From an optimization exercise on the open Yosys and OpenROAD flow, aimed at small area, a short achievable clock period and few clock cycles per item; shortcuts taken in it are not production practice.
No functional check of the RTL was part of this run.

$ cat flow/config.mk
export PLATFORM = sky130hd
export DESIGN_NAME = cmul64
export DESIGN_NICKNAME = cmul64
export VERILOG_FILES = /design/flow/design.v
export SDC_FILE = /design/flow/constraint.sdc
export NUM_CORES = 4
export LEC_CHECK = 0
export CAP_MARGIN = 20
export CELL_PAD_IN_SITES_DETAIL_PLACEMENT = 1
export CELL_PAD_IN_SITES_GLOBAL_PLACEMENT = 2
export CORE_MARGIN = 2
export CORE_UTILIZATION = 25
export PLACE_DENSITY = 0.55
export SLEW_MARGIN = 20
$ cat flow/constraint.sdc
create_clock -name core_clock -period 34.0 [get_ports {clk}]
set_input_delay 6.8000 -clock core_clock [delete_from_list [all_inputs] [get_ports {clk}]]
set_output_delay 6.8000 -clock core_clock [all_outputs]
set_load 0.01 [all_outputs]
$ cat flow/design.v
module fp64_mul (
    input  wire [63:0] a,
    input  wire [63:0] b,
    output reg  [63:0] y
);
    localparam [63:0] QNAN = 64'h7FF8_0000_0000_0000;
    wire        sa = a[63];
    wire        sb = b[63];
    wire [10:0] ea = a[62:52];
    wire [10:0] eb = b[62:52];
    wire [51:0] fa = a[51:0];
    wire [51:0] fb = b[51:0];
    wire        sy = sa ^ sb;
    wire a_nan  = (ea == 11'h7FF) && (fa != 0);
    wire b_nan  = (eb == 11'h7FF) && (fb != 0);
    wire a_inf  = (ea == 11'h7FF) && (fa == 0);
    wire b_inf  = (eb == 11'h7FF) && (fb == 0);
    wire a_zero = (ea == 0) && (fa == 0);
    wire b_zero = (eb == 0) && (fb == 0);
    wire [52:0] ma = {ea != 0, fa};
    wire [52:0] mb = {eb != 0, fb};
    wire [12:0] xa = (ea != 0) ? {2'b00, ea} : 13'd1;
    wire [12:0] xb = (eb != 0) ? {2'b00, eb} : 13'd1;
    wire [105:0] prod = ma * mb;
    reg [6:0] lz;
    integer i;
    always @* begin
        lz = 7'd106;
        for (i = 0; i < 106; i = i + 1)
            if (prod[i]) lz = 7'd105 - i[6:0];
    end
    wire [105:0] pn = prod << lz;
    wire signed [13:0] e_norm = $signed({1'b0, xa}) + $signed({1'b0, xb})
                                - 14'sd1022 - $signed({7'd0, lz});
    wire signed [13:0] rsh_full = 14'sd1 - e_norm;
    wire [7:0] rsh = (e_norm >= 14'sd1) ? 8'd0 :
                     (rsh_full > 14'sd120) ? 8'd120 : rsh_full[7:0];
    wire signed [13:0] e_base = (e_norm >= 14'sd1) ? e_norm : 14'sd1;
    wire [225:0] wide    = {pn, 120'd0} >> rsh;
    wire [52:0]  mant    = wide[225:173];
    wire         guard   = wide[172];
    wire         sticky  = |wide[171:0];
    wire         inc     = guard & (sticky | mant[0]);
    wire signed [14:0] e_field = $signed({e_base[13], e_base}) - 15'sd1;
    wire [66:0] packed_sum = {e_field[14:0], 52'd0} + {14'd0, mant} + {66'd0, inc};
    wire overflow = ($signed(packed_sum[66:52]) >= 15'sd2047);
    always @* begin
        if (a_nan || b_nan || (a_inf && b_zero) || (b_inf && a_zero))
            y = QNAN;
        else if (a_inf || b_inf)
            y = {sy, 11'h7FF, 52'd0};
        else if (a_zero || b_zero)
            y = {sy, 63'd0};
        else if (overflow)
            y = {sy, 11'h7FF, 52'd0};
        else
            y = {sy, packed_sum[62:0]};
    end
endmodule
module fp64_add (
    input  wire [63:0] a,
    input  wire [63:0] b,
    output reg  [63:0] y
);
    localparam [63:0] QNAN = 64'h7FF8_0000_0000_0000;
    wire a_nan  = (a[62:52] == 11'h7FF) && (a[51:0] != 0);
    wire b_nan  = (b[62:52] == 11'h7FF) && (b[51:0] != 0);
    wire a_inf  = (a[62:52] == 11'h7FF) && (a[51:0] == 0);
    wire b_inf  = (b[62:52] == 11'h7FF) && (b[51:0] == 0);
    wire a_zero = (a[62:0] == 0);
    wire b_zero = (b[62:0] == 0);
    wire        swap = (b[62:0] > a[62:0]);
    wire [63:0] x = swap ? b : a;
    wire [63:0] z = swap ? a : b;
    wire        sx = x[63];
    wire        sz = z[63];
    wire [10:0] ex = (x[62:52] != 0) ? x[62:52] : 11'd1;
    wire [10:0] ez = (z[62:52] != 0) ? z[62:52] : 11'd1;
    wire [52:0] mx = {x[62:52] != 0, x[51:0]};
    wire [52:0] mz = {z[62:52] != 0, z[51:0]};
    wire [10:0]  d     = ex - ez;
    wire [7:0]   dsh   = (d > 11'd60) ? 8'd60 : d[7:0];
    wire [115:0] zal   = {mz, 63'd0} >> dsh;
    wire [55:0]  z_ext = {zal[115:61], |zal[60:0]};
    wire [55:0]  x_ext = {mx, 3'b000};
    wire        sub = sx ^ sz;
    wire [56:0] sum = sub ? ({1'b0, x_ext} - {1'b0, z_ext})
                          : ({1'b0, x_ext} + {1'b0, z_ext});
    reg [5:0] lz;
    integer i;
    always @* begin
        lz = 6'd56;
        for (i = 0; i < 56; i = i + 1)
            if (sum[i]) lz = 6'd55 - i[5:0];
    end
    wire [5:0]  lmax = (ex - 11'd1 > 11'd56) ? 6'd56 : ex[5:0] - 6'd1;
    wire [5:0]  lsh  = (lz < lmax) ? lz : lmax;
    reg  [55:0] nrm;
    reg  [11:0] en;
    always @* begin
        if (sum[56]) begin
            nrm = {sum[56:2], sum[1] | sum[0]};
            en  = {1'b0, ex} + 12'd1;
        end else begin
            nrm = sum[55:0] << lsh;
            en  = {1'b0, ex} - {6'd0, lsh};
        end
    end
    wire [52:0] mant = nrm[55:3];
    wire        inc  = nrm[2] & ((|nrm[1:0]) | mant[0]);
    wire [65:0] packed_sum = {2'b00, en - 12'd1, 52'd0} + {13'd0, mant} + {65'd0, inc};
    wire        overflow   = (packed_sum[65:52] >= 14'd2047);
    always @* begin
        if (a_nan || b_nan || (a_inf && b_inf && (a[63] != b[63])))
            y = QNAN;
        else if (a_inf)
            y = a;
        else if (b_inf)
            y = b;
        else if (a_zero && b_zero)
            y = {a[63] & b[63], 63'd0};
        else if (sum == 0)
            y = 64'd0;
        else if (overflow)
            y = {sx, 11'h7FF, 52'd0};
        else
            y = {sx, packed_sum[62:0]};
    end
endmodule
module cmul64 (
    input  wire        clk,
    input  wire        rst,
    input  wire        in_valid,
    output wire        in_ready,
    input  wire [63:0] a_re,
    input  wire [63:0] a_im,
    input  wire [63:0] b_re,
    input  wire [63:0] b_im,
    output wire        out_valid,
    input  wire        out_ready,
    output wire [63:0] y_re,
    output wire [63:0] y_im
);
    localparam [3:0] S_IDLE = 4'd0,
                     S_M0   = 4'd1,    
                     S_M1   = 4'd2,    
                     S_M2   = 4'd3,    
                     S_M3   = 4'd4,    
                     S_A0   = 4'd5,    
                     S_A1   = 4'd6,    
                     S_DONE = 4'd7;
    reg [3:0]  state;
    reg [63:0] ar, ai, br, bi;
    reg [63:0] p0, p1, p2, p3;
    reg [63:0] yr, yi;
    reg  [63:0] mul_a, mul_b;
    wire [63:0] mul_y;
    always @* begin
        case (state)
            S_M0:    begin mul_a = ar; mul_b = br; end
            S_M1:    begin mul_a = ai; mul_b = bi; end
            S_M2:    begin mul_a = ar; mul_b = bi; end
            default: begin mul_a = ai; mul_b = br; end
        endcase
    end
    fp64_mul u_mul (.a(mul_a), .b(mul_b), .y(mul_y));
    wire [63:0] add_a = (state == S_A0) ? p0 : p2;
    wire [63:0] add_b = (state == S_A0) ? {~p1[63], p1[62:0]} : p3;
    wire [63:0] add_y;
    fp64_add u_add (.a(add_a), .b(add_b), .y(add_y));
    always @(posedge clk) begin
        if (rst) begin
            state <= S_IDLE;
        end else begin
            case (state)
                S_IDLE: if (in_valid) begin
                    ar <= a_re; ai <= a_im; br <= b_re; bi <= b_im;
                    state <= S_M0;
                end
                S_M0: begin p0 <= mul_y; state <= S_M1; end
                S_M1: begin p1 <= mul_y; state <= S_M2; end
                S_M2: begin p2 <= mul_y; state <= S_M3; end
                S_M3: begin p3 <= mul_y; state <= S_A0; end
                S_A0: begin yr <= add_y; state <= S_A1; end
                S_A1: begin yi <= add_y; state <= S_DONE; end
                S_DONE: if (out_ready) state <= S_IDLE;
                default: state <= S_IDLE;
            endcase
        end
    end
    assign in_ready  = (state == S_IDLE);
    assign out_valid = (state == S_DONE);
    assign y_re = yr;
    assign y_im = yi;
endmodule
$ cat flow/run.sh
#!/bin/bash
# synth_recipe.tcl (not shown) runs the flow's synth.tcl, then flattens the netlist and writes it again
# the make line also repeats each setting of config.mk as NAME=value (left out here)
make -C /OpenROAD-flow-scripts/flow DESIGN_CONFIG=/design/flow/config.mk WORK_HOME=/design/flow/orfs CLKGATE_MAP_FILE= SYNTH_SCRIPT=/design/flow/synth_recipe.tcl finish
==> results.txt <==
==> routing by layer <==
metal  vias up  track usage, %  part of all wire (%)
met3      1022            2.77                   5.0
met4        10            8.24                   3.8
met5         -               0                0.0077
li1      64900               -                     -
met2      4583            42.6                    46
met1     80400            35.7                    45
==> worst register-to-register path: cells and delay by family (launching register included) <==
family	cells	cell delay, ns
buffers and inverters	11	4.81
DFF	1	0.65
and+or+nand+nor	27	7.83
xor gates and xnor gates	5	1.90
adders and majority gates	7	2.63
AOI/OAI and AO/OA	33	10.82
muxes	3	1.48
==> synthesized netlist by cell type (147+ instances only) <==
master    number  area (um^2)
inv_1       2668        10000
a211oi_1     178         1340
a31oi_1      162         1010
o21ai_0      619         3100
a21o_1       183         1370
buf_2        172          861
xnor2_1      230         2010
nand4_1      248         1550
nor2_1      3080        11600
edfxtp_1     640        19200
clkbuf_1     863         3240
nand3_1      457         2290
nor3_1       398         1990
a21oi_1      791         3960
mux2i_1      516         5160
ha_1         717         8970
mux2_2       221         2490
o22ai_1      148          926
o211ai_1     195         1460
a22oi_1      147         1100
nand2_1     1749         6570
fa_1        2613        52300
==> cells by family after synthesis <==
family | count (synthesis) | synth area share, %
adder cells (fa/ha/maj) | 3330 | 37.8
XOR/XNOR | 338 | 1.83
buffers and inverters | 3912 | 9.43
multiplexers | 751 | 4.88
AO/OA/AOI/OAI | 3678 | 15.6
flip-flops | 643 | 11.9
AND/OR/NAND/NOR | 6806 | 18.5
==> area by class of cell <==
class / instances / area share (%)
multi-input cells: 14900 / 71.9
flip-flops and latches: 643 / 10.7
well taps: 8613 / 5.99
inverters: 2677 / 5.60
repair buffers: 915 / 4.40
clock buffers: 98 / 1.16
clock inverters: 37 / 0.220
diodes: 16 / 0.0223
==> registers in the layout, indices dropped and copies added, names as in the netlist <==
name / cells
state: 3
p2: 64
bi: 64
p3: 64
br: 64
p0: 64
yr: 64
yi: 64
p1: 64
ar: 64
ai: 64
==> metrics by stage <==
stage          hold slack (ns)  instance area, um^2
2_1_floorplan            0.600               162000
3_3_place_gp             0.644               177000
3_5_place_dp             0.660               177000
4_1_cts                  0.674               180000
5_1_grt                  0.723               180000
6_report                 0.672               180000
==> worst max-delay path by stage <==
stage                        start     end  cells past startpoint
after floorplan                rst   ai[0]                      4
after global placement    state[1]  yi[54]                     80
after detailed placement  state[1]  yi[10]                     84
after CTS                 state[1]  yi[10]                     84
after global routing      state[1]   yr[5]                     83
final                     state[1]  yi[10]                     86
==> flow_summary.json <==
{
  "outcome": "complete, no violations",
  "arrival_ns": 31.03,
  "die_area_um2": 654000,
  "overflow": 0,
  "syn_nets": 23000,
  "grt_max_degree": 144,
  "drcViolationCount": 0,
  "clk_latency_ns": 0.91,
  "path_max_fanout": 90,
  "critPathTopFamily": "compound AO/OA/AOI/OAI gates",
  "fin_ws_ns": 3.51,
  "register_area_um2": 19300,
  "timing.final.crit_period_ns": 30.49,
  "rsz0062_at_grt": "false",
  "cts_tree": "built",
  "fin_skew_ns": 0.0796,
  "final_util_pct": 27.8,
  "r2r_end": "yi[10]",
  "tightest_slew_ns": 1.27,
  "synth_edf_count": 640,
  "max-slew-margin-rel_pct": 14.1,
  "netlist_instances": 19500,
  "yosysSeqAreaShare_pct": 11.9,
  "yosys_register_bits": 643,
  "hold_class": "flop to flop",
  "cts_setup_buffers": 0,
  "wire_per_inst_um": 31.1,
  "synth_area_per_cell_um2": 8.32,
  "setup_tns_ns": 0,
  "drtAntennaViolNets": 0,
  "place_hpwl_mm": 699,
  "pin_count": 390,
  "die_w_um": 809,
  "globalRouteTotalUtil_pct": 26.0,
  "maxCapViolCount": 0,
  "crit_slowest_cell": "xnor2_1",
  "routed_via_density": 5.41,
  "grt_pass1_wl_mm": 1240,
  "drive_gt1_share_pct": 6.73,
  "path_common_cell": "a21oi_1",
  "worst-r2r-setup-slack_ns": 3.51,
  "start_util_pct": 25.1,
  "slew_violations": 0,
  "multi_input_area_um2": 129000,
  "h-tree-depth": 3,
  "final_nets": 22800,
  "core_area_um2": 646000,
  "clkTransAtPathRegs_ns": 0.06,
  "nFillCells": 75900,
  "cts_hold_buf": 0,
  "cts-root-buf": "clkbuf_16",
  "hold_viol_final": 0,
  "antenna_found_initial": 39,
  "clock.fmax_mhz": 32.8,
  "ys.warnings.count": 3,
  "worstSetupPathType": "flop to flop",
  "fp-row-count": 295,
  "gp_congestion": 0.967,
  "firstDrtPassIters": 6,
  "ys_async_sr_fraction_pct": 0,
  "required_ns": 34.55,
  "critPathMaxStageDelay_ns": 0.97,
  "rr_worst_depth": 86,
  "cts_sinks": 643,
  "place_ws_ns": 3.87,
  "final_cell_mix": "nor2_1 (3,065), inv_1 (2,665), fa_1 (2,613), nand2_1 (1,745), a21oi_1 (789)",
  "area.growth.synth_to_final_pct": 11.0,
  "cp_num_buf_inv": 11,
  "hp-start": "state[2]",
  "numCtsBuffers": 80,
  "final_cells": 27900,
  "whs_path_depth": 2,
  "vias": 151000,
  "io_buffers": 389,
  "syn_area_um2": 162000,
  "die_y_um": 809,
  "ctsResizeCount": 0,
  "hold-path-endpoint": "state[1]",
  "setup_violations": 0,
  "period_share_pct": 89.7,
  "routed_wirelength_mm": 867,
  "regToRegStartpoint": "state[1]",
  "final_common_cell": "nor2_1",
  "grt_pass1_vias": 160000,
  "cts_buffer_depth": 4,
  "end_kind": "flop",
  "first_iter_violations": 12400,
  "ys_types": 135,
  "synth-main-ff-cell": "edfxtp_1",
  "dpl.cell_count": 27800,
  "critPathLaunchType": "flop"
}

[separate check: timing with driven ports]
No port has a modelled driver above. Below, the same layout with a new extraction and two added sets of constraints. Step 1 sets driving cells, clkbuf_16 on the clock port and buf_2 on the other inputs (assumed; they add their load-dependent delay and slew). Step 2 times the ports against the registers' clock, not the clock port: input delays grow and output delays shrink by t, the midpoint of the rising clock arrivals with the driver on. Three values: ideal ports, drivers, drivers and shift; two values: the first two.
shift t [ns]: 0.995
slack for setup (ns): 3.513 / 3.513 / 3.513
worst setup path after step 2: register to register
latest minus earliest clock arrival (ns): 0.082 / 0.082
cell pins on the clock port's net: 1
After both steps this run still meets setup and hold. The setup slack of this run moves by 0.000 ns with the drivers and by 0.000 ns with both steps.
